This is an optimization exercise on Yosys and OpenROAD, whose aim is small area, a short achievable clock period and few clock cycles, not a production implementation. At most, simulation tests tie the RTL to the original design; equivalence was not proved. Only the layout flow was run in run 6; the RTL was not checked for function there. Power is estimated from default activity; no workload was simulated.

==> design.v <==
module xcc_fifo128 (
    input  wire        clk,
    input  wire        rst,
    input  wire        p_cmd_valid,
    input  wire [15:0] p_cmd,
    input  wire [31:0] p_mdata,
    output reg         p_rsp_valid,
    output reg  [15:0] p_rsp,
    input  wire        c_cmd_valid,
    input  wire [15:0] c_cmd,
    output reg         c_rsp_valid,
    output reg  [15:0] c_rsp
);
    localparam [2:0] ST_OK      = 3'd0;
    localparam [2:0] ST_FULL    = 3'd1;
    localparam [2:0] ST_EMPTY   = 3'd2;
    localparam [2:0] ST_ILLEGAL = 3'd7;
    localparam [3:0] C_RESERVED_OPCODE  = 4'd1;
    localparam [3:0] C_RESERVED_BITS    = 4'd2;
    localparam [3:0] C_ARG_RANGE        = 4'd3;
    localparam [3:0] C_NO_GRANT         = 4'd4;
    localparam [3:0] C_GRANT_OPEN       = 4'd5;
    localparam [3:0] C_GRANT_OVERRUN    = 4'd6;
    localparam [3:0] C_GRANT_INCOMPLETE = 4'd7;
    localparam [3:0] C_NO_VIEW          = 4'd8;
    localparam [3:0] C_VIEW_OPEN        = 4'd9;
    localparam [4:0] FRAME_LAST = 5'd29;
    reg  [7:0] mem [0:127];
    reg        w_en;             
    reg  [6:0] w_addr;
    reg  [7:0] w_data;
    always @(posedge clk) begin
        if (w_en)
            mem[w_addr] <= w_data;
    end
    reg  [7:0]  p_wbin;
    reg         p_gopen;
    reg  [7:0]  p_glen;
    reg  [7:0]  p_gcnt;
    reg         p_err;
    reg  [3:0]  p_ecause;
    reg  [15:0] p_ecmd;
    reg  [7:0]  p_fr;            
    reg  [7:0]  p_rel;           
    reg  [15:0] m_code;
    reg  [31:0] m_rot0, m_rot1, m_rot2;
    reg  [31:0] m_trans0, m_trans1, m_trans2;
    reg  [6:0]  m_vld;           
    reg         e_busy;
    reg  [4:0]  e_rem;           
    reg  [7:0]  e_free;          
    reg  [7:0]  c_rbin;
    reg         c_vopen;
    reg  [7:0]  c_vlen;
    reg         c_err;
    reg  [3:0]  c_ecause;
    reg  [15:0] c_ecmd;
    reg  [6:0]  r_pa;
    reg  [6:0]  r_pidx;
    reg         r_pvalid;
    reg         r_wait;          
    reg         r_ready;         
    wire       p_room    = (p_fr >= 8'd30);
    wire [7:0] p_fr_rel  = p_fr + p_rel;
    wire [7:0] p_wadd    = p_gopen ? p_glen : 8'd30;
    wire [7:0] p_wbin_add = p_wbin + p_wadd;
    wire [7:0] p_fr_sub  = p_fr_rel - p_wadd;
    wire [7:0] c_avail   = p_wbin - c_rbin;
    wire [7:0] c_avail_e = c_avail + 8'd30;
    reg [7:0] fb_raw;
    reg       fb_vld;
    always @(*) begin
        fb_vld = 1'b1;
        case (e_rem)
            5'd29: fb_raw = 8'hAA;
            5'd28: begin fb_raw = m_code[7:0];     fb_vld = m_vld[0]; end
            5'd27: begin fb_raw = m_code[15:8];    fb_vld = m_vld[0]; end
            5'd26: begin fb_raw = m_rot0[7:0];     fb_vld = m_vld[1]; end
            5'd25: begin fb_raw = m_rot0[15:8];    fb_vld = m_vld[1]; end
            5'd24: begin fb_raw = m_rot0[23:16];   fb_vld = m_vld[1]; end
            5'd23: begin fb_raw = m_rot0[31:24];   fb_vld = m_vld[1]; end
            5'd22: begin fb_raw = m_rot1[7:0];     fb_vld = m_vld[2]; end
            5'd21: begin fb_raw = m_rot1[15:8];    fb_vld = m_vld[2]; end
            5'd20: begin fb_raw = m_rot1[23:16];   fb_vld = m_vld[2]; end
            5'd19: begin fb_raw = m_rot1[31:24];   fb_vld = m_vld[2]; end
            5'd18: begin fb_raw = m_rot2[7:0];     fb_vld = m_vld[3]; end
            5'd17: begin fb_raw = m_rot2[15:8];    fb_vld = m_vld[3]; end
            5'd16: begin fb_raw = m_rot2[23:16];   fb_vld = m_vld[3]; end
            5'd15: begin fb_raw = m_rot2[31:24];   fb_vld = m_vld[3]; end
            5'd14: begin fb_raw = m_trans0[7:0];   fb_vld = m_vld[4]; end
            5'd13: begin fb_raw = m_trans0[15:8];  fb_vld = m_vld[4]; end
            5'd12: begin fb_raw = m_trans0[23:16]; fb_vld = m_vld[4]; end
            5'd11: begin fb_raw = m_trans0[31:24]; fb_vld = m_vld[4]; end
            5'd10: begin fb_raw = m_trans1[7:0];   fb_vld = m_vld[5]; end
            5'd9:  begin fb_raw = m_trans1[15:8];  fb_vld = m_vld[5]; end
            5'd8:  begin fb_raw = m_trans1[23:16]; fb_vld = m_vld[5]; end
            5'd7:  begin fb_raw = m_trans1[31:24]; fb_vld = m_vld[5]; end
            5'd6:  begin fb_raw = m_trans2[7:0];   fb_vld = m_vld[6]; end
            5'd5:  begin fb_raw = m_trans2[15:8];  fb_vld = m_vld[6]; end
            5'd4:  begin fb_raw = m_trans2[23:16]; fb_vld = m_vld[6]; end
            5'd3:  begin fb_raw = m_trans2[31:24]; fb_vld = m_vld[6]; end
            default: fb_raw = 8'h55;
        endcase
    end
    wire [7:0] frame_next = fb_raw & {8{fb_vld}};
    wire [3:0] p_op  = p_cmd[15:12];
    wire [3:0] p_rsv = p_cmd[11:8];
    wire [7:0] p_arg = p_cmd[7:0];
    wire p_rz  = (p_rsv == 4'd0);
    wire p_az  = (p_arg == 8'd0);
    wire p_nz  = p_rz && p_az;                     
    wire p_mhz = (p_mdata[31:16] == 16'd0);
    wire p_gfull = (p_gcnt == p_glen);
    wire p_is_g = (p_op == 4'h1);
    wire p_is_p = (p_op == 4'h2);
    wire p_is_c = (p_op == 4'h3);
    wire p_is_x = (p_op == 4'h4);
    wire p_is_l = (p_op == 4'h8);
    wire p_is_e = (p_op == 4'h9);
    wire p_is_s = (p_op == 4'hF);
    wire p_ok_g = p_is_g && p_rz && !p_gopen && !p_az && (p_arg <= 8'd128);
    wire p_ok_p = p_is_p && p_rz && p_gopen && !p_gfull;
    wire p_ok_c = p_is_c && p_nz && p_gopen && p_gfull;
    wire p_ok_x = p_is_x && p_nz && p_gopen;
    wire p_ok_l = p_is_l && p_rz && (p_arg <= 8'd6) && (!p_az || p_mhz);
    wire p_ok_e = p_is_e && p_nz && !p_gopen;
    wire p_ok_s = p_is_s && p_rz && (p_arg <= 8'd5);
    wire p_illegal = !(p_ok_g || p_ok_p || p_ok_c || p_ok_x || p_ok_l || p_ok_e || p_ok_s);
    reg  [3:0] p_cause;
    always @(*) begin
        p_cause = C_RESERVED_OPCODE;
        if (p_is_g || p_is_p || p_is_l || p_is_s) begin
            if (!p_rz)                          p_cause = C_RESERVED_BITS;
            else if (p_is_g && p_gopen)         p_cause = C_GRANT_OPEN;
            else if (p_is_p && !p_gopen)        p_cause = C_NO_GRANT;
            else if (p_is_p)                    p_cause = C_GRANT_OVERRUN;
            else                                p_cause = C_ARG_RANGE;
        end else if (p_is_c || p_is_x || p_is_e) begin
            if (!p_nz)                          p_cause = C_RESERVED_BITS;
            else if (p_is_e)                    p_cause = C_GRANT_OPEN;
            else if (!p_gopen)                  p_cause = C_NO_GRANT;
            else                                p_cause = C_GRANT_INCOMPLETE;
        end
    end
    wire p_take  = p_cmd_valid && !e_busy;
    wire p_full  = p_arg > p_fr;                   
    wire p_grant = p_take && p_ok_g && !p_full;
    wire p_put   = p_take && p_ok_p;
    wire p_cmt   = p_take && p_ok_c;
    wire p_cncl  = p_take && p_ok_x;
    wire p_ld    = p_take && p_ok_l;
    wire p_emit  = p_take && p_ok_e;
    wire e_start = p_emit && p_room;
    wire e_last  = e_busy && e_rem == 5'd0;
    reg [7:0] p_status_data;
    always @(*) begin
        case (p_arg[2:0])
            3'd0:    p_status_data = {p_err, 2'b00, p_gopen, p_ecause & {4{p_err}}};
            3'd1:    p_status_data = p_ecmd[7:0] & {8{p_err}};
            3'd2:    p_status_data = p_ecmd[15:8] & {8{p_err}};
            3'd3:    p_status_data = p_fr;
            3'd4:    p_status_data = p_glen;
            default: p_status_data = p_gcnt;
        endcase
    end
    reg [7:0] p_rdata;
    reg [2:0] p_rst;
    always @(*) begin
        p_rst = ST_OK;
        case (p_op)
            4'h1:    begin p_rdata = p_fr; if (p_full) p_rst = ST_FULL; end
            4'h2:    p_rdata = p_glen - p_gcnt - 8'd1;
            4'h3:    p_rdata = p_glen;
            4'h4:    p_rdata = p_gcnt;
            4'h8:    p_rdata = p_arg;
            4'h9:    begin p_rdata = p_fr; p_rst = ST_FULL; end
            default: p_rdata = p_status_data;
        endcase
        if (p_illegal) begin
            p_rdata = {4'd0, p_cause};
            p_rst   = ST_ILLEGAL;
        end
        if (e_busy) begin
            p_rdata = e_free;
            p_rst   = ST_OK;
        end
    end
    always @(posedge clk) begin
        p_rsp <= {p_rdata, 5'b00000, p_rst};
    end
    always @(posedge clk) begin
        if (p_ld) begin
            case (p_arg[2:0])
                3'd0: m_code   <= p_mdata[15:0];
                3'd1: m_rot0   <= p_mdata;
                3'd2: m_rot1   <= p_mdata;
                3'd3: m_rot2   <= p_mdata;
                3'd4: m_trans0 <= p_mdata;
                3'd5: m_trans1 <= p_mdata;
                default: m_trans2 <= p_mdata;
            endcase
        end
    end
    always @(posedge clk) begin
        if (!p_err) begin
            p_ecause <= p_cause;
            p_ecmd   <= p_cmd;
        end
    end
    always @(posedge clk) begin
        if (rst) begin
            p_wbin      <= 8'd0;
            p_gopen     <= 1'b0;
            p_glen      <= 8'd0;
            p_gcnt      <= 8'd0;
            p_err       <= 1'b0;
            p_fr        <= 8'd128;
            m_vld       <= 7'd0;
            e_busy      <= 1'b0;
            w_en        <= 1'b0;
            p_rsp_valid <= 1'b0;
        end else begin
            p_rsp_valid <= e_busy ? e_last : (p_cmd_valid && !e_start);
            w_en        <= e_start || p_put || (e_busy && !e_last);
            p_fr        <= p_fr_rel;
            if (p_take && p_illegal)
                p_err <= 1'b1;
            if (p_ld)
                m_vld[p_arg[2:0]] <= 1'b1;
            if (p_grant) begin
                p_gopen <= 1'b1;
                p_glen  <= p_arg;
                p_gcnt  <= 8'd0;
            end
            if (p_put)
                p_gcnt  <= p_gcnt + 8'd1;
            if (p_cmt || p_cncl) begin
                p_gopen <= 1'b0;
                p_glen  <= 8'd0;
                p_gcnt  <= 8'd0;
            end
            if (p_cmt) begin
                p_wbin  <= p_wbin_add;
                p_fr    <= p_fr_sub;
            end
            if (p_emit && !p_room)
                m_vld   <= 7'd0;
            if (e_start) begin
                p_wbin  <= p_wbin_add;
                p_fr    <= p_fr_sub;
                e_busy  <= 1'b1;
                e_rem   <= FRAME_LAST;
                e_free  <= p_fr;
            end
            if (e_busy) begin
                e_rem   <= e_rem - 5'd1;
                if (e_last) begin
                    e_busy <= 1'b0;
                    m_vld  <= 7'd0;
                end
            end
        end
    end
    always @(posedge clk) begin
        if (e_busy) begin
            w_addr <= w_addr + 7'd1;
            w_data <= frame_next;
        end else begin
            w_addr <= p_is_e ? p_wbin[6:0] : p_wbin[6:0] + p_gcnt[6:0];
            w_data <= p_is_e ? 8'hAA : p_arg;
        end
    end
    wire [3:0] c_op  = c_cmd[15:12];
    wire [3:0] c_rsv = c_cmd[11:8];
    wire [7:0] c_arg = c_cmd[7:0];
    wire c_rz  = (c_rsv == 4'd0);
    wire c_nz  = (c_cmd[11:0] == 12'd0);           
    wire c_is_t = (c_op == 4'h1);
    wire c_is_p = (c_op == 4'h2);
    wire c_is_r = (c_op == 4'h3);
    wire c_is_s = (c_op == 4'hF);
    wire c_ok_t = c_is_t && c_nz && !c_vopen;
    wire c_ok_p = c_is_p && c_rz && c_vopen && (c_arg < c_vlen);
    wire c_ok_r = c_is_r && c_rz && c_vopen && (c_arg <= c_vlen);
    wire c_ok_s = c_is_s && c_rz && (c_arg <= 8'd4);
    wire c_illegal = !(c_ok_t || c_ok_p || c_ok_r || c_ok_s);
    reg  [3:0] c_cause;
    always @(*) begin
        c_cause = C_RESERVED_OPCODE;
        if (c_is_t) begin
            if (!c_nz)                          c_cause = C_RESERVED_BITS;
            else                                c_cause = C_VIEW_OPEN;
        end else if (c_is_p || c_is_r || c_is_s) begin
            if (!c_rz)                          c_cause = C_RESERVED_BITS;
            else if (!c_is_s && !c_vopen)       c_cause = C_NO_VIEW;
            else                                c_cause = C_ARG_RANGE;
        end
    end
    reg [7:0] c_status_data;
    always @(*) begin
        case (c_arg[2:0])
            3'd0:    c_status_data = {c_err, 2'b00, c_vopen, c_ecause & {4{c_err}}};
            3'd1:    c_status_data = c_ecmd[7:0] & {8{c_err}};
            3'd2:    c_status_data = c_ecmd[15:8] & {8{c_err}};
            3'd3:    c_status_data = c_avail;
            default: c_status_data = c_vlen;
        endcase
    end
    wire [127:0] r_sel = 128'd1 << r_pa;
    wire [7:0]   r_grp [0:15];
    genvar gi;
    generate
        for (gi = 0; gi < 16; gi = gi + 1) begin : g_grp
            xcc_fifo128_ao8 u_ao (
                .d0(mem[8*gi]),   .d1(mem[8*gi+1]), .d2(mem[8*gi+2]), .d3(mem[8*gi+3]),
                .d4(mem[8*gi+4]), .d5(mem[8*gi+5]), .d6(mem[8*gi+6]), .d7(mem[8*gi+7]),
                .s(r_sel[8*gi +: 8]), .y(r_grp[gi]));
        end
    endgenerate
    wire [7:0] r_mem = r_grp[0]  | r_grp[1]  | r_grp[2]  | r_grp[3]  |
                       r_grp[4]  | r_grp[5]  | r_grp[6]  | r_grp[7]  |
                       r_grp[8]  | r_grp[9]  | r_grp[10] | r_grp[11] |
                       r_grp[12] | r_grp[13] | r_grp[14] | r_grp[15];
    wire       r_fwd   = w_en && (w_addr == r_pa);
    wire       r_hit   = r_pvalid && (c_arg[6:0] == r_pidx);
    wire       r_done  = r_wait && r_ready;
    wire [7:0] c_rbin_arg = c_rbin + c_arg;
    wire c_take = c_cmd_valid && !r_wait;
    wire c_try  = c_take && c_ok_t;
    wire c_peek = c_take && c_ok_p;
    wire c_rel  = c_take && c_ok_r;
    wire c_open = c_try && (e_start || c_avail != 8'd0);
    wire [7:0] c_tavail = e_start ? c_avail_e : c_avail;
    wire c_mem = (r_wait || (c_is_p && !c_illegal)) && !r_fwd;
    reg [7:0] c_rdata;
    reg [2:0] c_rst;
    always @(*) begin
        c_rst = ST_OK;
        case (c_op)
            4'h1:    begin c_rdata = c_tavail; if (!e_start && c_avail == 8'd0) c_rst = ST_EMPTY; end
            4'h2:    c_rdata = w_data;
            4'h3:    c_rdata = c_arg;
            default: c_rdata = c_status_data;
        endcase
        if (c_illegal) begin
            c_rdata = {4'd0, c_cause};
            c_rst   = ST_ILLEGAL;
        end
        if (r_wait) begin
            c_rdata = w_data;
            c_rst   = ST_OK;
        end
    end
    always @(posedge clk) begin
        c_rsp <= {c_mem ? r_mem : c_rdata, 5'b00000, c_rst};
    end
    always @(posedge clk) begin
        if (!c_err) begin
            c_ecause <= c_cause;
            c_ecmd   <= c_cmd;
        end
    end
    always @(posedge clk) begin
        if (r_done || (c_peek && r_hit)) begin
            r_pa   <= r_pa + 7'd1;
            r_pidx <= r_pidx + 7'd1;
        end else if (c_peek) begin
            r_pa   <= c_rbin_arg[6:0];
            r_pidx <= c_arg[6:0];
        end else if (c_try) begin
            r_pa   <= c_rbin[6:0];
            r_pidx <= 7'd0;
        end
    end
    always @(posedge clk) begin
        if (rst) begin
            c_rbin      <= 8'd0;
            c_vopen     <= 1'b0;
            c_vlen      <= 8'd0;
            c_err       <= 1'b0;
            r_pvalid    <= 1'b0;
            r_wait      <= 1'b0;
            r_ready     <= 1'b0;
            p_rel       <= 8'd0;
            c_rsp_valid <= 1'b0;
        end else begin
            c_rsp_valid <= r_wait ? r_ready : (c_cmd_valid && !(c_peek && !r_hit));
            r_ready     <= r_wait && !r_ready && !e_busy;
            p_rel       <= c_rel ? c_arg : 8'd0;
            if (c_take && c_illegal)
                c_err <= 1'b1;
            if (c_try)
                r_pvalid <= !e_busy;
            if (c_open) begin
                c_vopen <= 1'b1;
                c_vlen  <= c_tavail;
            end
            if (c_peek && !r_hit)
                r_wait  <= 1'b1;
            if (r_done) begin
                r_wait   <= 1'b0;
                r_pvalid <= 1'b1;
            end
            if (c_rel) begin
                c_rbin   <= c_rbin_arg;
                c_vopen  <= 1'b0;
                c_vlen   <= 8'd0;
                r_pvalid <= 1'b0;
            end
        end
    end
endmodule
module xcc_fifo128_ao8 (
    input  wire [7:0] d0, d1, d2, d3, d4, d5, d6, d7,
    input  wire [7:0] s,
    output wire [7:0] y
);
    assign y = (d0 & {8{s[0]}}) | (d1 & {8{s[1]}}) | (d2 & {8{s[2]}}) | (d3 & {8{s[3]}}) |
               (d4 & {8{s[4]}}) | (d5 & {8{s[5]}}) | (d6 & {8{s[6]}}) | (d7 & {8{s[7]}});
endmodule
==> flow/run.sh <==
#!/bin/bash
# The standard layout (the standard.sh, standard synthesis included),
# with the port buffers that buffer_ports inserts made buf_4 cells instead
# of the weakest buffer it picks by default. Every port still gets its own
# buffer. make's full output goes to standard_flow.log here; ORFS's own
# per-step logs are under orfs/logs.
set -euo pipefail
export BUFFER_PORTS_ARGS="-buffer_cell sky130_fd_sc_hd__buf_4"
bash standard.sh "BUFFER_PORTS_ARGS=-buffer_cell sky130_fd_sc_hd__buf_4" finish > standard_flow.log 2>&1
==> standard.sh <==
#!/bin/bash
# synth_recipe.tcl (not shown) runs the flow's synth.tcl, then flattens the netlist and writes it again
# the make line also repeats each setting of config.mk as NAME=value (left out here)
make -C /OpenROAD-flow-scripts/flow DESIGN_CONFIG=/design/flow/config.mk WORK_HOME=/design/flow/orfs CLKGATE_MAP_FILE= SYNTH_SCRIPT=/design/flow/synth_recipe.tcl "${@:-finish}"
==> config.mk <==
export PLATFORM = sky130hd
export DESIGN_NAME = xcc_fifo128
export DESIGN_NICKNAME = xcc_fifo128
export VERILOG_FILES = /design/flow/design.v
export SDC_FILE = /design/flow/constraint.sdc
export NUM_CORES = 4
export LEC_CHECK = 0
export CAP_MARGIN = 20
export CORE_MARGIN = 2
export CORE_UTILIZATION = 55
export CTS_BUF_LIST = sky130_fd_sc_hd__clkbuf_8
export SETUP_SLACK_MARGIN = 4.3
export SLEW_MARGIN = 20
export SYNTH_HIERARCHICAL = 1
export SYNTH_MINIMUM_KEEP_SIZE = 0
export TNS_END_PERCENT = 5
==> constraint.sdc <==
create_clock -name core_clock -period 7.0 [get_ports {clk}]
set_input_delay 1.4000 -clock core_clock [delete_from_list [all_inputs] [get_ports {clk}]]
set_output_delay 1.4000 -clock core_clock [all_outputs]
set_load 0.01 [all_outputs]
==> results of run 1 <==
## logic make-up (layout without fill, tap and decap cells)
kind of cell | Yosys count | count (layout) | share of synthesized area
flip-flops | 1406 | 1406 | 0.7236
buffers and inverters | 323 | 710 | 0.02256
XOR/XNOR | 84 | 84 | 0.01294
adder cells (fa/ha/maj) | 94 | 94 | 0.02162
other | 1 | 15 | 0.00006597
multiplexers | 72 | 72 | 0.01312
AND/OR/NAND/NOR | 985 | 989 | 0.08398
AO/OA/AOI/OAI | 953 | 953 | 0.1221
## state kept, by name (all words and copies together), names as in the netlist, 32 cells and up
name	count
m_rot1	32
m_trans0	32
mem	1024
m_rot0	32
m_rot2	32
m_trans1	32
m_trans2	32
## synthesized netlist by cell type (19+ instances only)
master and number:
ha_1 87, inv_1 82, a22oi_1 566, nor2_1 416, buf_1 73, nand2_1 136
dfxtp_1 109, a22o_1 23, nand4_1 162, a21o_1 19, clkbuf_1 146, nor3_1 40
nor4_1 44, edfxtp_1 1297, xnor2_1 64, nand2b_1 21, xor2_1 20, o21ai_0 80
a21oi_1 86, a211oi_1 21, nand3_1 56, nor2b_1 31, mux2i_1 61
## metrics by stage
| stage | instances | hold slack [ps] |
|---|---|---|
| finish | 5691 | 476.1 |
| global placement | 5191 | 439.8 |
| CTS | 5657 | 478.2 |
| detailed placement | 5191 | 466.3 |
| global route | 5691 | 510.2 |
| floorplan | 3927 | 421.5 |
## worst paths after layout
path | startpoint | depth (start not counted) | slack (ps) | endpoint
hold / removal | e_free[2] | 2 | 480 | p_rsp[10]
setup / recovery | r_pa[5] | 11 | 3700 | c_rsp[10]
hold reg to reg | e_free[2] | 2 | 480 | p_rsp[10]
setup reg to reg | r_pa[5] | 11 | 3700 | c_rsp[10]
## power by group
part / internal, W / switching [W]
combinational: 0.0000809 / 0.000235
clock: 0.00313 / 0.00320
sequential: 0.00921 / 0.0000715
## worst register-to-register path, stage by stage (launching register included)
cell	delay (ps)
edfxtp_1	440
buf_4	180
nor2_1	70
nand2_4	270
nor2_1	260
a22oi_1	270
nand4_1	270
nor4_4	480
buf_4	220
nand4_1	370
nor2_1	250
a31oi_2	70
## timing repair
item	CTS	global route
endpoints found under the setup margin	1317	1277
setup buffers	68	26
pin swaps	97	31
cloned	2	3
hold buffers	0	0
resized for setup	289	90
## modules after synthesis (local to each module, per instance)
module / times used / cells inside / flops+latches / cell area (um2)
xcc_fifo128: 1 / 3150 / 1406 / 51720
xcc_fifo128_ao8: 16 / 48 / 0 / 320.3
## per-layer routing
metal | up-vias | track usage | wire length (um)
met2 | 2294 | 0.4962 | 79840
li1 | 16000 | - | -
met3 | 383 | 0.07196 | 17550
met1 | 18870 | 0.4486 | 68720
met5 | - | 0 | 13
met4 | 2 | 0.1122 | 5557
## area by class of cell
| cell class | instances | area, um2 | share of cell area |
|---|---|---|---|
| tap | 1368 | 1712 | 0.02613 |
| inverter | 82 | 316.6 | 0.004833 |
| timing repair buffer | 232 | 2103 | 0.03211 |
| clock buffer | 224 | 3083 | 0.04707 |
| clock inverter | 172 | 889.6 | 0.01358 |
| antenna | 5 | 12.51 | 0.0001910 |
| multi-input combinational | 2202 | 16190 | 0.2472 |
| sequential | 1406 | 41190 | 0.6289 |
==> run summary, run 1 <==
* First-pass GRT wire length at 248500 um
* Share of cells above drive strength 1 at 0.1927
* Synthesized area per cell at 14.51 um2
* Tightest Pin Transition at 1161 ps
* Most common library cell in the layout ignoring fill and taps: edfxtp_1
* Die X at 325.5 um
* Pwr dens at 243.2 nW/um2
* Max Buffers Root-to-Sink at 3
* Core Region at 102200 um2
* Worst-path clk slew at 60 ps
* Root Buffer Master: clkbuf_8
* Prevailing post-synth register cell: edfxtp_1
* Post-DP Area at 58850 um2
* Final Critical Period at 3297 ps
* Worst-Skew Late Latency at 930 ps
* Routed vias/inst at 6.597
* Die footprint at 105900 um2
* Final core area utilization at 0.6410
* Initial antenna violation count at 6
* Worst min-delay path class: flip-flop to flip-flop
* Pin count of the biggest net entering global routing at 91
* CP Buf/Inv Count at 2
* # clock sinks at 1406
* Gate Count Post-Synth at 3918
* Via count at 37.54k
* Clock Skew at 66.77 ps
* RSZ-0062 raised after global routing: yes
* Crit-path max FO at 16
* CP Class: flip-flop to flip-flop
* Top delay family on crit path: simple AND/OR/NAND/NOR gates
* Synth Cell Area at 56840 um2
* Fin. Hold Viols at 0
* Final setup margin at 3703 ps
* Global-route usage over all layers at 0.3199
* Synth area leaders: edfxtp_1, a22oi_1, dfxtp_1
* Register area share after synthesis at 0.7236
* Starting Density at 0.5563
* Detailed Routing Iterations Pass 1 at 7
* WP data arrival at 4060 ps
* Per-cell routed wire length at 30.17 um
* Max-slew violations at 0
* Final Setup Violations at 0
* IO Count at 102
* Total power at 0.01593 W
* Fmax at 303.3 MHz
* Final Cell Area at 65500 um2
* Setup TNS at 0 ps
* Synth area leader: edfxtp_1
* Crit-path most repeated cell: nor2_1
* Top cell type's share of synthesized area at 0.6852
* Peak supply drop at 0.1715 mV
* DP HPWL at 109400 um
* Most frequent cells in the layout: edfxtp_1, a22oi_1, nor2_1
* Crit start category: flip-flop
* # DRC at 0
* Die height at 325.5 um
* Layout overhead on the synthesized area at 15.23%
* Row cnt at 117
* IO buf count at 91
* Number of distinct library cells after synthesis at 89
* Slew margin rel. at 0.2262
* EDFF count, synth at 1297
* Fillers at 7643
* Synth warn at 7
* H-tree depth at 4
* Aggregate routed wire length at 171700 um
* FFs w/ async S/R, synth at 0
* Tcrit/Tclk final at 0.4710
* CP required at 7760 ps
* Fin nets at 4303
* Number of global-route vias before repair at 36.89k
* Grt ovf at 0
* GPL Wtd Cong at 0.9333
* Crit-path slowest cell: nor4_4
* Number of buffers created by CTS at 217
* Static leakage at 21.23 nW
* Remaining antenna violation count after routing at 0
* Cell chain of the critical path: buf_4, nor2_1, nand2_4, nor2_1, a22oi_1, nand4_1, nor4_4, buf_4, nand4_1, nor2_1, a31oi_2
* CP endpoint kind: flip-flop
* Drt first-iter violations at 5730
* Place WS at 2389 ps
* CTS tree: done
* Critical Path Max Stage Delay at 480 ps
* Max cap viols at 0
* Outcome: no timing/DRC/antenna violations
* Flops & latches, synth at 1406
Testbench counts, summed over its fixed seeds: cycles 6,942.
==> run 2: changes to the inputs <==
--- a/config.mk
+++ b/config.mk
@@ -7,8 +7,9 @@
 export LEC_CHECK = 0
 export CAP_MARGIN = 20
 export CORE_MARGIN = 2
-export CORE_UTILIZATION = 55
+export CORE_UTILIZATION = 47
 export CTS_BUF_LIST = sky130_fd_sc_hd__clkbuf_8
+export CTS_CLUSTER_SIZE = 20
 export SETUP_SLACK_MARGIN = 4.3
 export SLEW_MARGIN = 20
 export SYNTH_HIERARCHICAL = 1
==> run 2 against run 1 <==
Net effect:
- first-iteration DRC count shrank 17%
- sequential cell count did not move
- combinational power is 1% higher
- total power rose by 1.9%
- wire length decreased by 1.0%
- via count hardly changed
- critical path depth decreased by 1
- still clean on timing, DRC and antenna
- setup slack improved by 150 ps
- clock-buffer cell count is 8 higher
- hold slack got worse by 21 ps
- die area increased by 17%
==> run summary, run 2 <==
* Clock Skew at 54.01 ps
* Synthesized area per cell at 14.51 um2
* Static leakage at 21.78 nW
* DP HPWL at 104400 um
* Grt ovf at 0
* Register area share after synthesis at 0.7236
* Most numerous cell in the Yosys netlist: edfxtp_1
* Pin count of the biggest net entering global routing at 95
* Layout overhead on the synthesized area at 18.38%
* Worst min-delay path class: flip-flop to flip-flop
* Crit start category: flip-flop
* Final Setup Violations at 0
* IO Count at 102
* Prevailing post-synth register cell: edfxtp_1
* FFs w/ async S/R, synth at 0
* Met2 WL post-DR at 75550 um
* Synth area leaders: edfxtp_1, a22oi_1, dfxtp_1
* Setup TNS at 0 ps
* Final core area utilization at 0.5609
* WP data arrival at 3950 ps
* Fin nets at 4399
* Crit. path cell count at 10
* Detailed Routing Iterations Pass 1 at 8
* Reg with most FFs: mem
* Reg2reg end: c_rsp[14]
* CP required at 7800 ps
* Flops & latches, synth at 1406
* Die X at 351.8 um
* Max cap viols at 0
* Die height at 351.8 um
* GPL Wtd Cong at 0.9201
* Number of global-route vias before repair at 36.48k
* Slew margin rel. at 0.2843
* Pwr dens at 241.3 nW/um2
* # clock sinks at 1406
* Max reg flops at 1024
* Metal3 WL at 17320 um
* Most common library cell in the layout ignoring fill and taps: edfxtp_1
* Synth Cell Area at 56840 um2
* Crit-path most repeated cell: buf_4
* Aggregate routed wire length at 169900 um
* Critical Path Max Stage Delay at 540 ps
* Synth area leader: edfxtp_1
* Cell chain of the critical path: buf_4, buf_4, nand3_4, nor2_1, a22oi_1, nand4_1, nor4_4, a41oi_2, a31oi_2, o31ai_1
* Crit-path slowest cell: edfxtp_1
* Critical Path Start: r_pa[4]
* Fmax at 317.5 MHz
* Per-cell routed wire length at 28.13 um
* Fin. Hold Viols at 0
* Initial antenna violation count at 5
* Via count at 37.55k
* Critical Path End: c_rsp[14]
* Worst-Skew Late Latency at 950 ps
* Row cnt at 127
* CP Class: flip-flop to flip-flop
* Outcome: no timing/DRC/antenna violations
* # hold bufs at CTS at 0
* EDFF count, synth at 1297
* R2R Setup Slk at 3850 ps
* Gate Count Post-Synth at 3918
* FF-to-FF Start: r_pa[4]
* CP endpoint kind: flip-flop
* Routed vias/inst at 6.216
* IO buf count at 91
* Worst r2r path cells at 10
* RSZ-0062 raised after global routing: yes
* # DRC at 0
* CP Buf/Inv Count at 2
* Met1 WL at 70850 um
* H-tree depth at 4
* Top cell type's share of synthesized area at 0.6852
* Drt first-iter violations at 4760
* Share of cells above drive strength 1 at 0.2249
* Core Region at 120000 um2
* Tcrit/Tclk final at 0.4500
* Hold path depth at 2
* Number of buffers created by CTS at 223
* Worst-path clk slew at 60 ps
* Max Buffers Root-to-Sink at 3
* Most frequent cells in the layout: edfxtp_1, a22oi_1, nor2_1
* Root Buffer Master: clkbuf_8
* Die footprint at 123700 um2
* Global-route usage over all layers at 0.2704
* Crit-path max FO at 16
* Max-slew violations at 0
* Tightest Pin Transition at 1074 ps
* Final Critical Period at 3150 ps
* CTS tree: done
* Peak supply drop at 0.2053 mV
* Number of distinct library cells after synthesis at 89
* First-pass GRT wire length at 242700 um
* Remaining antenna violation count after routing at 0
* Synth warn at 7
* Top delay family on crit path: simple AND/OR/NAND/NOR gates
* Top sig layer: met5
* Commonest cells in the netlist: edfxtp_1, a22oi_1, nor2_1, nand4_1, clkbuf_1
* Starting Density at 0.4738
==> run 2: Yosys stat by module (local to each module, per instance) <==
module,times used,flip-flops and latches
xcc_fifo128,1,1406
xcc_fifo128_ao8,16,0
==> run 2: cells by family (layout without fill, tap and decap cells) <==
group                      Yosys count  after routing  share of synthesized area
DFF                               1406           1406                     0.7236
and+or+nand+nor                    985            991                    0.08398
AOI/OAI and AO/OA                  953            953                     0.1221
buffers and inverters              323            814                    0.02256
adders and majority gates           94             94                    0.02162
xor gates and xnor gates            84             84                    0.01294
muxes                               72             72                    0.01312
other                                1             15                 0.00006597
==> run 2: per-layer routing <==
| layer | vias up | global-route usage |
|---|---|---|
| met5 | - | 0 |
| met4 | 2 | 0.1047 |
| met1 | 18860 | 0.3842 |
| met3 | 365 | 0.06303 |
| met2 | 2111 | 0.4046 |
| li1 | 16210 | - |
==> run 2: through the flow <==
step	power, W	instance area (um2)	cells	hold slack [ps]	worst slack [ps]
finish	0.01623	67290	6041	455.2	3850
global route	0.01671	67280	6037	488.2	3838
CTS	0.01631	66390	5978	456.2	3956
detailed placement	0.009753	59090	5437	441.7	2665
global placement	0.009747	59060	5435	434.1	2025
floorplan	0.009564	56960	3927	421.5	3471
==> run 2: worst min path at each step <==
stage / startpoint / endpoint
6_report: e_free[2] / p_rsp[10]
3_3_place_gp: e_free[2] / p_rsp[10]
2_1_floorplan: e_free[2] / p_rsp[10]
3_5_place_dp: e_free[2] / p_rsp[10]
5_1_grt: e_free[2] / p_rsp[10]
4_1_cts: e_free[2] / p_rsp[10]
==> run 2: where the power goes <==
group	switching (W)	internal, W	total (W)	leakage [nW]
Clock	0.00328	0.00335	0.00663	2.38
Sequential	0.0000765	0.00921	0.00928	12.6
Combinational	0.000230	0.0000902	0.000320	6.79
Total	0.00359	0.0126	0.0162	21.8
==> run 2: layout make-up <==
cell class	instances	area [um2]
fillers	9605	52680
flip-flops and latches	1406	41190
multi-input cells	2204	16520
clock buffers	232	3193
repair buffers	320	3013
well taps	1612	2017
clock inverters	180	1008
inverters	82	332.8
diodes	5	12.51
==> run 2: what timing repair did <==
action,4_1_cts,5_1_grt
pin swaps,143,51
gates cloned,4,4
gates resized for setup,424,80
setup endpoints to repair,896,971
buffers inserted,125,54
==> run 2: worst register-to-register path: cells and delay by family (launching register included) <==
| kind | cells | cell delay (ps) |
|---|---|---|
| flops | 1 | 540 |
| simple gates | 4 | 1210 |
| compound gates | 4 | 940 |
| buf+inv | 2 | 340 |
==> run 3: changes to the inputs <==
--- a/config.mk
+++ b/config.mk
@@ -7,10 +7,9 @@
 export LEC_CHECK = 0
 export CAP_MARGIN = 20
 export CORE_MARGIN = 2
-export CORE_UTILIZATION = 47
+export CORE_UTILIZATION = 40
 export CTS_BUF_LIST = sky130_fd_sc_hd__clkbuf_8
-export CTS_CLUSTER_SIZE = 20
-export SETUP_SLACK_MARGIN = 4.3
+export SETUP_SLACK_MARGIN = 4.0
 export SLEW_MARGIN = 20
 export SYNTH_HIERARCHICAL = 1
 export SYNTH_MINIMUM_KEEP_SIZE = 0
==> run 3 against run 2 <==
Net effect:
- total power rose by 0.78%
- hold slack got worse by 2.2 ps
- clock power rose by 2%
- clock-buffer cell count fell by 5
- highest routed layer is now met4
- synthesized cell count did not move
- combinational power fell by 5%
- via count fell by 2.3%
- sequential share of layout area rose by 1.8 points
- global-route usage fell by 4.9 points
==> run summary, run 3 <==
* Peak supply drop at 0.1609 mV
* Top delay family on crit path: simple AND/OR/NAND/NOR gates
* Busiest layer in global routing: met2
* Final Critical Period at 3291 ps
* Number of distinct library cells after synthesis at 89
* CP Class: flip-flop to flip-flop
* Root Buffer Master: clkbuf_8
* Critical Path Max Stage Delay at 590 ps
* Share of cells above drive strength 1 at 0.1666
* FFs w/ async S/R, synth at 0
* Cell Count, Final, Fillers Out at 6167
* Met3 Track Usage GR at 0.05278
* Tcrit/Tclk final at 0.4701
* Crit. path cell count at 11
* Most frequent cells in the layout: edfxtp_1, a22oi_1, nor2_1
* Number of buffers created by CTS at 215
* Total power at 0.01636 W
* CTS tree: done
* Die height at 381.0 um
* CP endpoint kind: flip-flop
* Synthesized area per cell at 14.51 um2
* Die footprint at 145100 um2
* Critical Path Start: r_pa[1]
* Routed vias/inst at 5.950
* # clock sinks at 1406
* Max reg flops at 1024
* Fin nets at 4260
* Worst min-delay path class: flip-flop to flip-flop
* Layout overhead on the synthesized area at 14.91%
* Worst-Skew Late Latency at 950 ps
* Crit-path max FO at 8
* GPL Wtd Cong at 0.9129
* Max-slew violations at 0
* Global-route usage over all layers at 0.2210
* Tightest Pin Transition at 1068 ps
* Flops & latches, synth at 1406
* Reg with most FFs: mem
* Reg2reg end: c_rsp[15]
* Via count at 36.69k
* CP Buf/Inv Count at 1
* Pwr dens at 250.5 nW/um2
* Initial antenna violation count at 3
* Fmax at 303.9 MHz
* Drt first-iter violations at 4793
* Clock Skew at 64.61 ps
* EDFF count, synth at 1297
* Aggregate routed wire length at 164900 um
* Prevailing post-synth register cell: edfxtp_1
* Per-cell routed wire length at 26.73 um
* Placed instance count at 5713
* Number of global-route vias before repair at 35.43k
* Critical Path End: c_rsp[15]
* Synth area leaders: edfxtp_1, a22oi_1, dfxtp_1
* Cell chain of the critical path: ha_2, ha_2, nand2b_4, buf_12, nor2_1, a22oi_1, nand4_1, nor4_4, nand4_1, a21oi_2, o41ai_2
* Max Buffers Root-to-Sink at 3
* FF-to-FF Start: r_pa[1]
* Static leakage at 21.00 nW
* Fin. Hold Viols at 0
* Die X at 381.0 um
* Crit start category: flip-flop
* Synth Cell Area at 56840 um2
* Starting Density at 0.4024
* Row cnt at 138
* WP data arrival at 4130 ps
* Slew margin rel. at 0.2846
* Grt ovf at 0
* GR Layer Usage met2 at 0.3324
* Max cap viols at 0
* Core Region at 141200 um2
* RSZ-0062 raised after global routing: yes
* IO buf count at 91
* Setup TNS at 0 ps
* Outcome: no timing/DRC/antenna violations
* CP required at 7840 ps
* Pin count of the biggest net entering global routing at 86
* Gate Count Post-Synth at 3918
* R2R Setup Slk at 3710 ps
* Met1 usage at 0.3090
* Most common library cell in the layout ignoring fill and taps: edfxtp_1
* Final Setup Violations at 0
* # DRC at 0
* H-tree depth at 4
* Crit-path slowest cell: nor4_4
* Remaining antenna violation count after routing at 0
* Worst-path clk slew at 70 ps
* First-pass GRT wire length at 238800 um
* DP HPWL at 104400 um
* Detailed Routing Iterations Pass 1 at 6
* Synth warn at 7
* Register area share after synthesis at 0.7236
* Worst r2r path cells at 11
* Top cell type's share of synthesized area at 0.6852
* Most numerous cell in the Yosys netlist: edfxtp_1
* Synth area leader: edfxtp_1
* IO Count at 102
* Commonest cells in the netlist: edfxtp_1, a22oi_1, nor2_1, nand4_1, clkbuf_1
[run 3: layout make-up]
class | count | area [um2]
Clock buffer | 227 | 3124
Timing Repair Buffer | 192 | 1660
Antenna cell | 3 | 7.507
Sequential cell | 1406 | 41170
Fill cell | 12440 | 75920
Inverter | 82 | 314.1
Tap cell | 1890 | 2365
Clock inverter | 166 | 1164
Multi-Input combinational cell | 2201 | 15510
[run 3: Yosys stat by module (local to each module, per instance)]
| module | cells | area [um2] | flops+latches | times used |
|---|---|---|---|---|
| xcc_fifo128 | 3150 | 51720 | 1406 | 1 |
| xcc_fifo128_ao8 | 48 | 320.3 | 0 | 16 |
[run 3: stage by stage]
step                      worst slack (ps)  hold slack, ps    util  cell area, um2
after floorplan                       3471           421.5       -           56960
after global placement                2287           435.0  0.4206           59410
after detailed placement              2688           449.3  0.4209           59450
after CTS                             3773           460.9  0.4602           65000
after global routing                  3777           490.8  0.4624           65310
final                                 3709           452.9  0.4625           65320
[run 3: timing repair]
action,in CTS,in global routing
gates cloned,0,3
setup endpoints to repair,291,452
resized for setup,174,44
pin swaps,42,11
hold buffers,0,0
buffers inserted,48,6
[run 3: cells by family after synthesis]
group / Yosys count / share of synthesized area
buf+inv: 323 / 0.02256
xor+xnor: 84 / 0.01294
flops: 1406 / 0.7236
mux: 72 / 0.01312
compound gates: 953 / 0.1221
simple gates: 985 / 0.08398
other cells: 1 / 0.00006597
fa+ha+maj: 94 / 0.02162
[run 3: worst min-delay path by stage]
stage / from / endpoint / slack [ps] / depth (start not counted)
2_1_floorplan: e_free[2] / p_rsp[10] / 420 / 2
3_3_place_gp: e_free[2] / p_rsp[10] / 440 / 2
3_5_place_dp: e_free[1] / p_rsp[9] / 450 / 2
4_1_cts: e_free[1] / p_rsp[9] / 460 / 2
5_1_grt: e_free[1] / p_rsp[9] / 490 / 2
6_report: e_free[1] / p_rsp[9] / 450 / 2
[run 3: power breakdown]
| part | switching, W | total, W | internal (W) |
|---|---|---|---|
| clock | 0.00329 | 0.00678 | 0.00349 |
| combinational | 0.000224 | 0.000305 | 0.0000808 |
| sequential | 0.0000727 | 0.00928 | 0.00921 |
[run 3: worst reg2reg max path: stages, from the launching register on]
cell      delay [ps]
edfxtp_1         450
ha_2             260
ha_2             240
nand2b_4         100
buf_12           160
nor2_1           150
a22oi_1          220
nand4_1          390
nor4_4           590
nand4_1          300
a21oi_2          240
o41ai_2           80
[run 3: metal layers]
metal / up-vias / share of wire
li1: 15900 / -
met1: 18500 / 0.42
met2: 1933 / 0.45
met3: 358 / 0.10
met4: 0 / 0.038
met5: - / 0
==> run 4: changes to the inputs <==
--- a/config.mk
+++ b/config.mk
@@ -8,8 +8,7 @@
 export CAP_MARGIN = 20
 export CORE_MARGIN = 2
 export CORE_UTILIZATION = 40
-export CTS_BUF_LIST = sky130_fd_sc_hd__clkbuf_8
-export SETUP_SLACK_MARGIN = 4.0
+export SETUP_SLACK_MARGIN = 4.3
 export SLEW_MARGIN = 20
 export SYNTH_HIERARCHICAL = 1
 export SYNTH_MINIMUM_KEEP_SIZE = 0
==> run 4 against run 3 <==
Net effect:
- still clean on timing, DRC and antenna
- first-iteration DRC count is 0.86% higher
- synthesized area unchanged
- fmax up 5.3%
- critical path depth rose by 1
- sequential cell count is the same
- synthesized cell count is the same
- hold slack gained 5.4 ps
- total power grew 4.3%
- setup slack better by 170 ps
- design area is 4.6% higher
- clock-buffer cell count fell by 40
- global-route usage up 0.40 points
==> run summary, run 4 <==
* DP HPWL at 104400 um
* Most frequent cells in the layout: edfxtp_1, a22oi_1, nor2_1
* Number of buffers created by CTS at 141
* Share of cells above drive strength 1 at 0.2208
* # hold bufs at CTS at 0
* Worst r2r path cells at 12
* Root Buffer Master: clkbuf_16
* Via count at 37.18k
* Gate Count Post-Synth at 3918
* Number of distinct library cells after synthesis at 89
* Register area share after synthesis at 0.7236
* IO buf count at 91
* Max reg flops at 1024
* Drt first-iter violations at 4834
* # DRC at 0
* Core Region at 141200 um2
* Layout overhead on the synthesized area at 20.25%
* Per-cell routed wire length at 27.34 um
* Static leakage at 21.85 nW
* Die height at 381.0 um
* Tcrit/Tclk final at 0.4463
* CP required at 7690 ps
* Fin. Hold Viols at 0
* Worst min-delay path class: flip-flop to flip-flop
* Final Cell Area at 68350 um2
* FFs w/ async S/R, synth at 0
* Crit-path most repeated cell: ha_4
* Top cell type's share of synthesized area at 0.6852
* Die X at 381.0 um
* Critical Path Max Stage Delay at 540 ps
* Crit-path slowest cell: nor4_2
* CTS tree: done
* Peak supply drop at 0.2117 mV
* IO Count at 102
* Final core area utilization at 0.4839
* Grt ovf at 0
* # clock sinks at 1406
* Flops & latches, synth at 1406
* EDFF count, synth at 1297
* CP endpoint kind: flip-flop
* CP Class: flip-flop to flip-flop
* Outcome: no timing/DRC/antenna violations
* Clock Skew at 50.71 ps
* Hold path depth at 2
* Pwr dens at 249.6 nW/um2
* Pin count of the biggest net entering global routing at 86
* Cell Count, Final, Fillers Out at 6170
* Cell chain of the critical path: buf_6, ha_4, ha_4, nand2b_4, buf_4, buf_12, nor2_2, a22oi_1, nand4_1, nor4_2, a41oi_1, a21o_1
* Worst-path clk slew at 70 ps
* R2R Setup Slk at 3880 ps
* Initial antenna violation count at 1
* Setup TNS at 0 ps
* Max-slew violations at 0
* Routed vias/inst at 6.025
* Final Critical Period at 3124 ps
* Prevailing post-synth register cell: edfxtp_1
* Number of global-route vias before repair at 35.58k
* Detailed Routing Iterations Pass 1 at 6
* Remaining antenna violation count after routing at 0
* Synthesized area per cell at 14.51 um2
* Aggregate routed wire length at 168700 um
* Fmax at 320.1 MHz
* Post-DP Area at 59450 um2
* H-tree depth at 4
* Worst-Skew Late Latency at 790 ps
* Fin nets at 4326
* RSZ-0062 raised after global routing: yes
* Starting Density at 0.4024
* Global-route usage over all layers at 0.2251
* N_diodes at 0
* Synth area leaders: edfxtp_1, a22oi_1, dfxtp_1
* Die footprint at 145100 um2
* First-pass GRT wire length at 242300 um
* Slew margin rel. at 0.3026
* Tightest Pin Transition at 1041 ps
* Final Setup Violations at 0
* Placed instance count at 5713
* Reg with most FFs: mem
* Crit start category: flip-flop
* Most numerous cell in the Yosys netlist: edfxtp_1
* GPL Wtd Cong at 0.9129
* Synth area leader: edfxtp_1
* Crit-path max FO at 8
* Synth Cell Area at 56840 um2
* Most common library cell in the layout ignoring fill and taps: edfxtp_1
* Row cnt at 138
* Synth warn at 7
* Max Buffers Root-to-Sink at 3
* WP data arrival at 3810 ps
* Commonest cells in the netlist: edfxtp_1, a22oi_1, nor2_1, nand4_1, clkbuf_1
* Max cap viols at 0
-- run 4: cell counts after synthesis --
Identical to the previous run, type by type.
-- run 4: cell families after synthesis --
logic type,after synthesis,share of synthesized area
AO/OA/AOI/OAI,953,0.1221
XOR/XNOR,84,0.01294
adder cells (fa/ha/maj),94,0.02162
buffers and inverters,323,0.02256
flip-flops,1406,0.7236
multiplexers,72,0.01312
other,1,0.00006597
AND/OR/NAND/NOR,985,0.08398
-- run 4: what timing repair did --
action / in CTS / in global routing
setup buffers: 106 / 80
resized for setup: 331 / 230
hold endpoints to repair: 0 / 0
pin swaps: 104 / 98
gates cloned: 9 / 3
endpoints found under the setup margin: 987 / 1098
-- run 4: path summary, 6_finish.rpt --
| kind | from | to |
|---|---|---|
| setup / recovery | r_pa[1] | c_rsp[9] |
| hold / removal | e_free[1] | p_rsp[9] |
| setup reg to reg | r_pa[1] | c_rsp[9] |
| hold reg to reg | e_free[1] | p_rsp[9] |
-- run 4: metrics by stage --
stage	hold slack [ps]	setup WS, ps	total power, W
floorplan	421.5	3471	0.009564
global placement	435.0	2287	0.009748
detailed placement	449.3	2688	0.009754
CTS	464.0	4006	0.01711
global route	494.8	3875	0.01749
finish	458.3	3876	0.01706
-- run 4: critical path: cells and delay by family (launching register included) --
family | cells | cell delay, ps
flops | 1 | 450
simple gates | 4 | 980
fa+ha+maj | 2 | 360
compound gates | 3 | 790
buf+inv | 3 | 420
-- run 4: modules after synthesis, one instance, submodules excluded --
module / cells inside / flops+latches / times used
xcc_fifo128: 3150 / 1406 / 1
xcc_fifo128_ao8: 48 / 0 / 16
-- run 4: cell type report --
type	instances	area, um2
well taps	1890	2365
inverters	82	337.8
clock buffers	187	3892
repair buffers	327	3199
fillers	12080	72890
multi-input cells	2206	16720
clock inverters	72	648.1
flip-flops and latches	1406	41190
-- run 4: layer usage --
layer	wire length, um	part of all wire	GRT usage
met1	69120	0.41	0.3177
met2	76080	0.45	0.3402
met3	17110	0.10	0.04955
met4	6357	0.038	0.08579
met5	11	0.000065	0
-- run 4: power breakdown --
| part | switching, W | internal [W] | leakage (nW) | total [W] |
|---|---|---|---|---|
| Sequential | 0.0000734 | 0.00920 | 12.6 | 0.00928 |
| Clock | 0.00324 | 0.00420 | 2.22 | 0.00744 |
| Combinational | 0.000241 | 0.000102 | 7.03 | 0.000344 |
| Total | 0.00355 | 0.0135 | 21.8 | 0.0171 |
==> run 5: changes to the inputs <==
--- a/config.mk
+++ b/config.mk
@@ -8,8 +8,9 @@
 export CAP_MARGIN = 20
 export CORE_MARGIN = 2
 export CORE_UTILIZATION = 40
-export SETUP_SLACK_MARGIN = 4.3
+export CTS_BUF_LIST = sky130_fd_sc_hd__clkbuf_8
+export SETUP_SLACK_MARGIN = 4.5
 export SLEW_MARGIN = 20
 export SYNTH_HIERARCHICAL = 1
 export SYNTH_MINIMUM_KEEP_SIZE = 0
-export TNS_END_PERCENT = 5
+export TNS_END_PERCENT = 3
==> run 5 against run 4 <==
Net effect:
- total power shrank 3.9%
- die area is the same
- clock-buffer cell count grew 40
- still clean
- clock power shrank 8.7%
==> run summary, run 5 <==
* DP HPWL at 104400 um
* Register area share after synthesis at 0.7236
* Remaining antenna violation count after routing at 0
* CP endpoint kind: flip-flop
* Per-cell routed wire length at 26.90 um
* Most frequent cells in the layout: edfxtp_1, a22oi_1, nor2_1
* CTS tree: done
* Cell chain of the critical path: ha_4, ha_4, nand2b_4, nor2_4, a22oi_2, nand4_1, nor4_4, nand4_1, a21oi_2, o41ai_2
* Root Buffer Master: clkbuf_8
* # DRC at 0
* FF-to-FF Start: r_pa[0]
* FFs w/ async S/R, synth at 0
* Synth area leader: edfxtp_1
* Routed vias/inst at 5.969
* Clock Skew at 65.24 ps
* Grt ovf at 0
* Layout overhead on the synthesized area at 19.79%
* R2R Setup Slk at 3860 ps
* Register Area at 41210 um2
* Final Critical Period at 3144 ps
* Die footprint at 145100 um2
* IO Count at 102
* Outcome: no timing/DRC/antenna violations
* Number of global-route vias before repair at 36.06k
* Static leakage at 22.03 nW
* Max Buffers Root-to-Sink at 3
* Synth area leaders: edfxtp_1, a22oi_1, dfxtp_1
* Min-delay src: e_free[1]
* Tightest Pin Transition at 1053 ps
* IO buf count at 91
* GPL Wtd Cong at 0.9129
* First-pass GRT wire length at 243600 um
* Aggregate routed wire length at 169700 um
* Max-slew violations at 0
* Number of distinct library cells after synthesis at 89
* Worst min-delay path class: flip-flop to flip-flop
* Cell Count, Final, Fillers Out at 6309
* Placed instance count at 5713
* Flops & latches, synth at 1406
* Fin. Hold Viols at 0
* Reg with most FFs: mem
* Worst-Skew Late Latency at 950 ps
* Pwr dens at 240.9 nW/um2
* Crit-path max FO at 8
* RSZ-0062 raised after global routing: yes
* Synth Cell Area at 56840 um2
* EDFF count, synth at 1297
* Row cnt at 138
* Drt first-iter violations at 4837
* Die X at 381.0 um
* Most numerous cell in the Yosys netlist: edfxtp_1
* Die height at 381.0 um
* CP required at 7840 ps
* Hold Path Sink: p_rsp[9]
* Reg2reg end: c_rsp[15]
* Fillers at 12.14k
* Commonest cells in the netlist: edfxtp_1, a22oi_1, nor2_1, nand4_1, clkbuf_1
* # clock sinks at 1406
* Slew margin rel. at 0.2951
* Fmax at 318.1 MHz
* Peak supply drop at 0.1617 mV
* Top cell type's share of synthesized area at 0.6852
* Starting Density at 0.4024
* Via count at 37.66k
* Crit-path slowest cell: nor4_4
* Crit start category: flip-flop
* Hold path depth at 2
* Number of buffers created by CTS at 215
* CP Class: flip-flop to flip-flop
* Critical Path Max Stage Delay at 590 ps
* Max cap viols at 0
* Worst-path clk slew at 70 ps
* Tcrit/Tclk final at 0.4492
* Detailed Routing Iterations Pass 1 at 9
* Gate Count Post-Synth at 3918
* Synthesized area per cell at 14.51 um2
* Synth warn at 7
* Multi-input gate area at 16780 um2
* Core Region at 141200 um2
* Max reg flops at 1024
* Pin count of the biggest net entering global routing at 86
* Setup TNS at 0 ps
* Worst r2r path cells at 10
* Global-route usage over all layers at 0.2256
* # hold bufs at CTS at 0
* Final Setup Violations at 0
* H-tree depth at 4
* Prevailing post-synth register cell: edfxtp_1
* Most common library cell in the layout ignoring fill and taps: edfxtp_1
* CP Buf/Inv Count at 0
* Top delay family on crit path: simple AND/OR/NAND/NOR gates
* WP data arrival at 3980 ps
* Fin nets at 4403
* Initial antenna violation count at 2
* Share of cells above drive strength 1 at 0.2400
## run 5: cell counts after synthesis
Identical to the previous run, type by type.
## run 5: layout make-up
cell class / count / area share
tap: 1890 / 0.03473
sequential: 1406 / 0.6052
multi-input combinational: 2205 / 0.2465
timing repair buffer: 331 / 0.04550
inverter: 82 / 0.005035
clock buffer: 227 / 0.04588
antenna: 2 / 0.00007350
clock inverter: 166 / 0.01709
## run 5: worst max path at each step
stage	cells past startpoint	from	endpoint
2_1_floorplan	9	c_cmd[13]	c_rsp[15]
3_3_place_gp	10	r_pa[0]	c_rsp[15]
3_5_place_dp	6	p_cmd[12]	m_code[5]
4_1_cts	10	r_pa[1]	c_rsp[11]
5_1_grt	11	r_pa[2]	c_rsp[15]
6_report	10	r_pa[0]	c_rsp[15]
## run 5: routing by layer
metal / up-vias / part of all wire / track usage
li1: 16190 / - / -
met1: 18890 / 0.41 / 0.3146
met2: 2155 / 0.45 / 0.3399
met3: 423 / 0.10 / 0.05318
met4: 0 / 0.041 / 0.09223
met5: - / 0 / 0
## run 5: where the power goes
part	total (W)	switching [W]	internal (W)
registers	0.00928	0.0000729	0.00921
clock network	0.00679	0.00330	0.00349
logic	0.000341	0.000238	0.000103
## run 5: tightest hold or removal path, delay by kind of cell (launching register included)
kind            cells  cell delay, ps
simple gates        1              50
flops               1             320
compound gates      1              60
## run 5: repair_timing
| item | CTS | global route |
|---|---|---|
| resized for setup | 367 | 213 |
| setup endpoints to repair | 1277 | 1346 |
| gates cloned | 6 | 4 |
| pin swaps | 121 | 105 |
| buffers inserted | 100 | 91 |
## run 5: kinds of logic after synthesis
logic type / after synthesis / synth area share
simple gates: 985 / 0.08398
xor+xnor: 84 / 0.01294
other cells: 1 / 0.00006597
fa+ha+maj: 94 / 0.02162
compound gates: 953 / 0.1221
buf+inv: 323 / 0.02256
mux: 72 / 0.01312
flops: 1406 / 0.7236
## run 5: per-stage QoR
step                      total power, W  area (um2)  setup slack, ps  utilization  hold slack, ps
after floorplan                 0.009564       56960             3471            -           421.5
after global placement          0.009748       59410             2287       0.4206           435.0
after detailed placement        0.009754       59450             2688       0.4209           449.3
after CTS                        0.01647       66330             4046       0.4696           460.9
after global routing             0.01688       68090             3877       0.4821           495.0
final                            0.01641       68090             3856       0.4821           458.4
## run 5: Yosys stat by module, one instance, submodules excluded
module | area [um2] | flops+latches | cells inside | copies in the design
xcc_fifo128_ao8 | 320.3 | 0 | 48 | 16
xcc_fifo128 | 51720 | 1406 | 3150 | 1
==> run 6: changes to the inputs <==
--- a/design.v
+++ b/design.v
@@ -48,7 +48,6 @@
     reg  [6:0]  m_vld;           
     reg         e_busy;
     reg  [4:0]  e_rem;           
-    reg  [7:0]  e_free;          
     reg  [7:0]  c_rbin;
     reg         c_vopen;
     reg  [7:0]  c_vlen;
@@ -67,6 +66,7 @@
     wire [7:0] p_fr_sub  = p_fr_rel - p_wadd;
     wire [7:0] c_avail   = p_wbin - c_rbin;
     wire [7:0] c_avail_e = c_avail + 8'd30;
+    wire [7:0] e_free_now = (p_fr > 8'd98) ? 8'd128 : p_fr + 8'd30;
     reg [7:0] fb_raw;
     reg       fb_vld;
     always @(*) begin
@@ -181,7 +181,7 @@
             p_rst   = ST_ILLEGAL;
         end
         if (e_busy) begin
-            p_rdata = e_free;
+            p_rdata = e_free_now;
             p_rst   = ST_OK;
         end
     end
@@ -250,7 +250,6 @@
                 p_fr    <= p_fr_sub;
                 e_busy  <= 1'b1;
                 e_rem   <= FRAME_LAST;
-                e_free  <= p_fr;
             end
             if (e_busy) begin
                 e_rem   <= e_rem - 5'd1;
@@ -317,10 +316,10 @@
                 .s(r_sel[8*gi +: 8]), .y(r_grp[gi]));
         end
     endgenerate
-    wire [7:0] r_mem = r_grp[0]  | r_grp[1]  | r_grp[2]  | r_grp[3]  |
-                       r_grp[4]  | r_grp[5]  | r_grp[6]  | r_grp[7]  |
-                       r_grp[8]  | r_grp[9]  | r_grp[10] | r_grp[11] |
-                       r_grp[12] | r_grp[13] | r_grp[14] | r_grp[15];
+    wire [127:0] r_grps = {r_grp[15], r_grp[14], r_grp[13], r_grp[12],
+                           r_grp[11], r_grp[10], r_grp[9],  r_grp[8],
+                           r_grp[7],  r_grp[6],  r_grp[5],  r_grp[4],
+                           r_grp[3],  r_grp[2],  r_grp[1],  r_grp[0]};
     wire       r_fwd   = w_en && (w_addr == r_pa);
     wire       r_hit   = r_pvalid && (c_arg[6:0] == r_pidx);
     wire       r_done  = r_wait && r_ready;
@@ -351,8 +350,10 @@
             c_rst   = ST_OK;
         end
     end
+    wire [7:0] c_byte;
+    xcc_fifo128_rsel u_rsel (.g(r_grps), .sel(c_mem), .alt(c_rdata), .y(c_byte));
     always @(posedge clk) begin
-        c_rsp <= {c_mem ? r_mem : c_rdata, 5'b00000, c_rst};
+        c_rsp <= {c_byte, 5'b00000, c_rst};
     end
     always @(posedge clk) begin
         if (!c_err) begin
@@ -418,3 +419,15 @@
     assign y = (d0 & {8{s[0]}}) | (d1 & {8{s[1]}}) | (d2 & {8{s[2]}}) | (d3 & {8{s[3]}}) |
                (d4 & {8{s[4]}}) | (d5 & {8{s[5]}}) | (d6 & {8{s[6]}}) | (d7 & {8{s[7]}});
 endmodule
+module xcc_fifo128_rsel (
+    input  wire [127:0] g,
+    input  wire         sel,
+    input  wire [7:0]   alt,
+    output wire [7:0]   y
+);
+    wire [7:0] o = g[7:0]     | g[15:8]    | g[23:16]   | g[31:24]   |
+                   g[39:32]   | g[47:40]   | g[55:48]   | g[63:56]   |
+                   g[71:64]   | g[79:72]   | g[87:80]   | g[95:88]   |
+                   g[103:96]  | g[111:104] | g[119:112] | g[127:120];
+    assign y = sel ? o : alt;
+endmodule
--- a/config.mk
+++ b/config.mk
@@ -9,8 +9,8 @@
 export CORE_MARGIN = 2
 export CORE_UTILIZATION = 40
 export CTS_BUF_LIST = sky130_fd_sc_hd__clkbuf_8
-export SETUP_SLACK_MARGIN = 4.5
+export SETUP_SLACK_MARGIN = 4.3
 export SLEW_MARGIN = 20
 export SYNTH_HIERARCHICAL = 1
 export SYNTH_MINIMUM_KEEP_SIZE = 0
-export TNS_END_PERCENT = 3
+export TNS_END_PERCENT = 5
==> run 6 against run 5 <==
Net effect:
- sequential power down 0.5%
- largest power group unchanged
- design area decreased by 2.9%
- core utilization shrank 0.90 points
- global-route usage barely moved
- sequential share of layout area grew 1.5 points
- clock power shrank 8.2%
- non-clock buffer count decreased by 58
- register-to-register slack improved by 140 ps
- critical path type is now primary input to flip-flop
- still clean on timing, DRC and antenna
- combinational power fell by 2%
- highest routed layer unchanged
==> run summary, run 6 <==
* Top cell type's share of synthesized area at 0.6864
* Worst-path clk slew at 60 ps
* Fillers at 12.02k
* Worst r2r path cells at 10
* Crit-path slowest cell: or4_4
* Hold Path Sink: m_vld[1]
* # hold bufs at CTS at 0
* Number of buffers created by CTS at 212
* Layout overhead on the synthesized area at 17.20%
* Root Buffer Master: clkbuf_8
* Most common library cell in the layout ignoring fill and taps: edfxtp_1
* Max-slew violations at 0
* # DRC at 0
* Via count at 36.11k
* Core Region at 139700 um2
* Slew margin rel. at 0.3245
* Max Buffers Root-to-Sink at 3
* # clock sinks at 1398
* Per-cell routed wire length at 26.61 um
* Crit-path most repeated cell: buf_6
* Critical Path Max Stage Delay at 580 ps
* IO Count at 102
* Gate Count Post-Synth at 3859
* Most numerous cell in the Yosys netlist: edfxtp_1
* DP HPWL at 100500 um
* Pint at 0.01232 W
* Synth warn at 7
* Most frequent cells in the layout: edfxtp_1, a22oi_1, nor2_1
* Starting Density at 0.4037
* Synth Cell Area at 56390 um2
* Die footprint at 144000 um2
* GPL Wtd Cong at 0.9021
* CP Class: primary input to flip-flop
* Number of distinct library cells after synthesis at 82
* Flops & latches, synth at 1398
* CTS tree: done
* R2R Setup Slk at 4000 ps
* Die height at 379.5 um
* Crit start category: primary input
* RSZ-0062 raised after global routing: yes
* Register Area at 40960 um2
* Register area share after synthesis at 0.7251
* Register share of total power at 0.584
* Static leakage at 21.42 nW
* IO buf count at 91
* Worst min-delay path class: flip-flop to flip-flop
* FFs w/ async S/R, synth at 0
* Synthesized area per cell at 14.61 um2
* Remaining antenna violation count after routing at 0
* Final Setup Violations at 0
* Pwr dens at 239.0 nW/um2
* Final setup margin at 3867 ps
* Tcrit/Tclk final at 0.4475
* Peak supply drop at 0.2112 mV
* Crit-path max FO at 5
* Worst-Skew Late Latency at 920 ps
* Grt ovf at 0
* Fin. Hold Viols at 0
* Cell chain of the critical path: buf_6, or4_4, nor4_4, buf_6, nand4_4, buf_4, nor3b_2, xnor2_1, a2111oi_2, a211o_1, nor2_1, a21oi_1
* Setup TNS at 0 ps
* Detailed Routing Iterations Pass 1 at 8
* Min-delay src: m_vld[1]
* CP Buf/Inv Count at 3
* CP required at 7840 ps
* NetSw at 0.003468 W
* First-pass GRT wire length at 237600 um
* Fmax at 319.2 MHz
* Clock Skew at 33.35 ps
* Routed vias/inst at 5.847
* Max reg flops at 1024
* Sw Ratio at 0.2196
* CP endpoint kind: flip-flop
* WP data arrival at 3980 ps
* Place WS at 2100 ps
* Prevailing post-synth register cell: edfxtp_1
* EDFF count, synth at 1289
* Fin nets at 4295
* Aggregate routed wire length at 164400 um
* Final Critical Period at 3133 ps
* FF-to-FF Start: r_pa[0]
* Hold path depth at 2
* Reg with most FFs: mem
* Synth area leader: edfxtp_1
* Global-route usage over all layers at 0.2254
* Row cnt at 137
* Pin count of the biggest net entering global routing at 93
* Commonest cells in the netlist: edfxtp_1, a22oi_1, nor2_1, nand4_1, clkbuf_1
* H-tree depth at 4
* Initial antenna violation count at 4
* Die X at 379.5 um
* Comb power frac at 0.021
* Drt first-iter violations at 3905
* Reg2reg end: c_rsp[11]
* Number of global-route vias before repair at 35.62k
* Synth area leaders: edfxtp_1, a22oi_1, dfxtp_1
* Max cap viols at 0
* Top delay family on crit path: simple AND/OR/NAND/NOR gates
* Outcome: no timing/DRC/antenna violations
* Share of cells above drive strength 1 at 0.2066
* Multi-input gate area at 16190 um2
* Clock share of power at 0.395
* Tightest Pin Transition at 1013 ps
## run 6: layout make-up
cell class,instances,area share
antenna,2,0.00007573
multi-input combinational,2174,0.2450
timing repair buffer,273,0.03724
clock buffer,219,0.04561
tap,1876,0.03552
sequential,1398,0.6198
clock inverter,163,0.01242
inverter,72,0.004373
## run 6: power by group through the flow
stage               registers [W]  logic [W]  clock network [W]
finish                    0.00923   0.000333            0.00623
global route              0.00923   0.000355            0.00667
CTS                       0.00923   0.000314            0.00633
detailed placement        0.00940   0.000299                  0
global placement          0.00940   0.000295                  0
floorplan                 0.00941   0.000109                  0
## run 6: cell families (layout without fill, tap and decap cells)
family	after synthesis	count (layout)	synth area share
multiplexers	61	61	0.01114
AND/OR/NAND/NOR	978	984	0.08491
XOR/XNOR	84	84	0.01305
adder cells (fa/ha/maj)	97	97	0.02241
other	1	12	0.00006650
buffers and inverters	303	727	0.02154
AO/OA/AOI/OAI	937	938	0.1218
flip-flops	1398	1398	0.7251
## run 6: timing repair
action / CTS / global route
gates cloned: 8 / 3
resized for setup: 297 / 150
pin swaps: 79 / 54
endpoints found under the setup margin: 844 / 1132
setup buffers: 81 / 41
## run 6: layer usage
layer,up-vias,part of all wire,global-route usage
li1,15880,-,-
met1,18210,0.40,0.2971
met2,1655,0.47,0.3584
met3,367,0.085,0.05071
met4,0,0.041,0.09696
met5,-,0,0
## run 6: per-module statistics from Yosys, one instance, submodules excluded
module,flip-flops and latches,cells
xcc_fifo128,1398,3033
xcc_fifo128_rsel,0,58
xcc_fifo128_ao8,0,48
## run 6: worst reg2reg max path: stages, from the launching register on
cell and delay, ps:
edfxtp_1 440, inv_1 140, ha_2 310, nand3_1 140, buf_6 220, nor2_1 190
a22oi_1 330, nand4_1 280, nor4_1 500, nand3_1 160, o22a_1 180
## run 6: per-stage QoR
| stage | hold slack (ps) | cells | area [um2] | util | power [W] |
|---|---|---|---|---|---|
| 5_1_grt | 506.9 | 6177 | 66090 | 0.4731 | 0.01625 |
| 4_1_cts | 479.3 | 6131 | 65020 | 0.4654 | 0.01587 |
| 2_1_floorplan | 429.2 | 3868 | 56460 | - | 0.009516 |
| 3_3_place_gp | 454.0 | 5659 | 59010 | 0.4224 | 0.009697 |
| 6_report | 481.1 | 6177 | 66090 | 0.4731 | 0.01579 |
| 3_5_place_dp | 459.8 | 5660 | 59040 | 0.4226 | 0.009702 |
## run 6: worst max path at each step
stage | start | endpoint | slack [ps] | depth (start not counted)
floorplan | p_cmd[9] | m_trans2[0] | 2940 | 5
global placement | p_cmd[1] | c_rsp[10] | 2250 | 11
detailed placement | p_cmd[1] | c_rsp[10] | 2100 | 11
CTS | c_rsp[9] | c_rsp[9] | 4010 | 1
global route | p_cmd_valid | c_rsp[11] | 3850 | 10
finish | p_cmd[10] | c_rsp[14] | 3870 | 12

## what the ideal ports hide
No port has a modelled driver above. Below, the same layouts with a new extraction and two added sets of constraints.
Step 1, drivers: a clkbuf_16 drives clk and a buf_2 each remaining input, both assumed.
Step 2, shift: input delay + t, output delay - t, t = (earliest + latest rising clock arrival at the registers) / 2. This alone moves slack from input paths to output paths.
Three values: no drivers, after step 1, after step 2; two values: the first two.
| run | t (ns) | slack for setup (ns) | cell pins on the clock port's net |
|---|---|---|---|
| run 1 | 0.964 | 3.703 / 3.703 / 2.911 | 1 |
| run 2 | 0.997 | 3.850 / 3.850 / 2.992 | 1 |
| run 3 | 0.989 | 3.709 / 3.709 / 2.898 | 1 |
| run 4 | 0.847 | 3.876 / 3.876 / 3.124 | 1 |
| run 5 | 0.987 | 3.856 / 3.856 / 3.049 | 1 |
| run 6 | 0.980 | 3.867 / 3.914 / 2.934 | 1 |
After both steps every run listed still meets setup and hold. For run 6, which loses most, drivers alone change the setup slack by +0.047 ns; drivers and shift together by -0.933 ns.
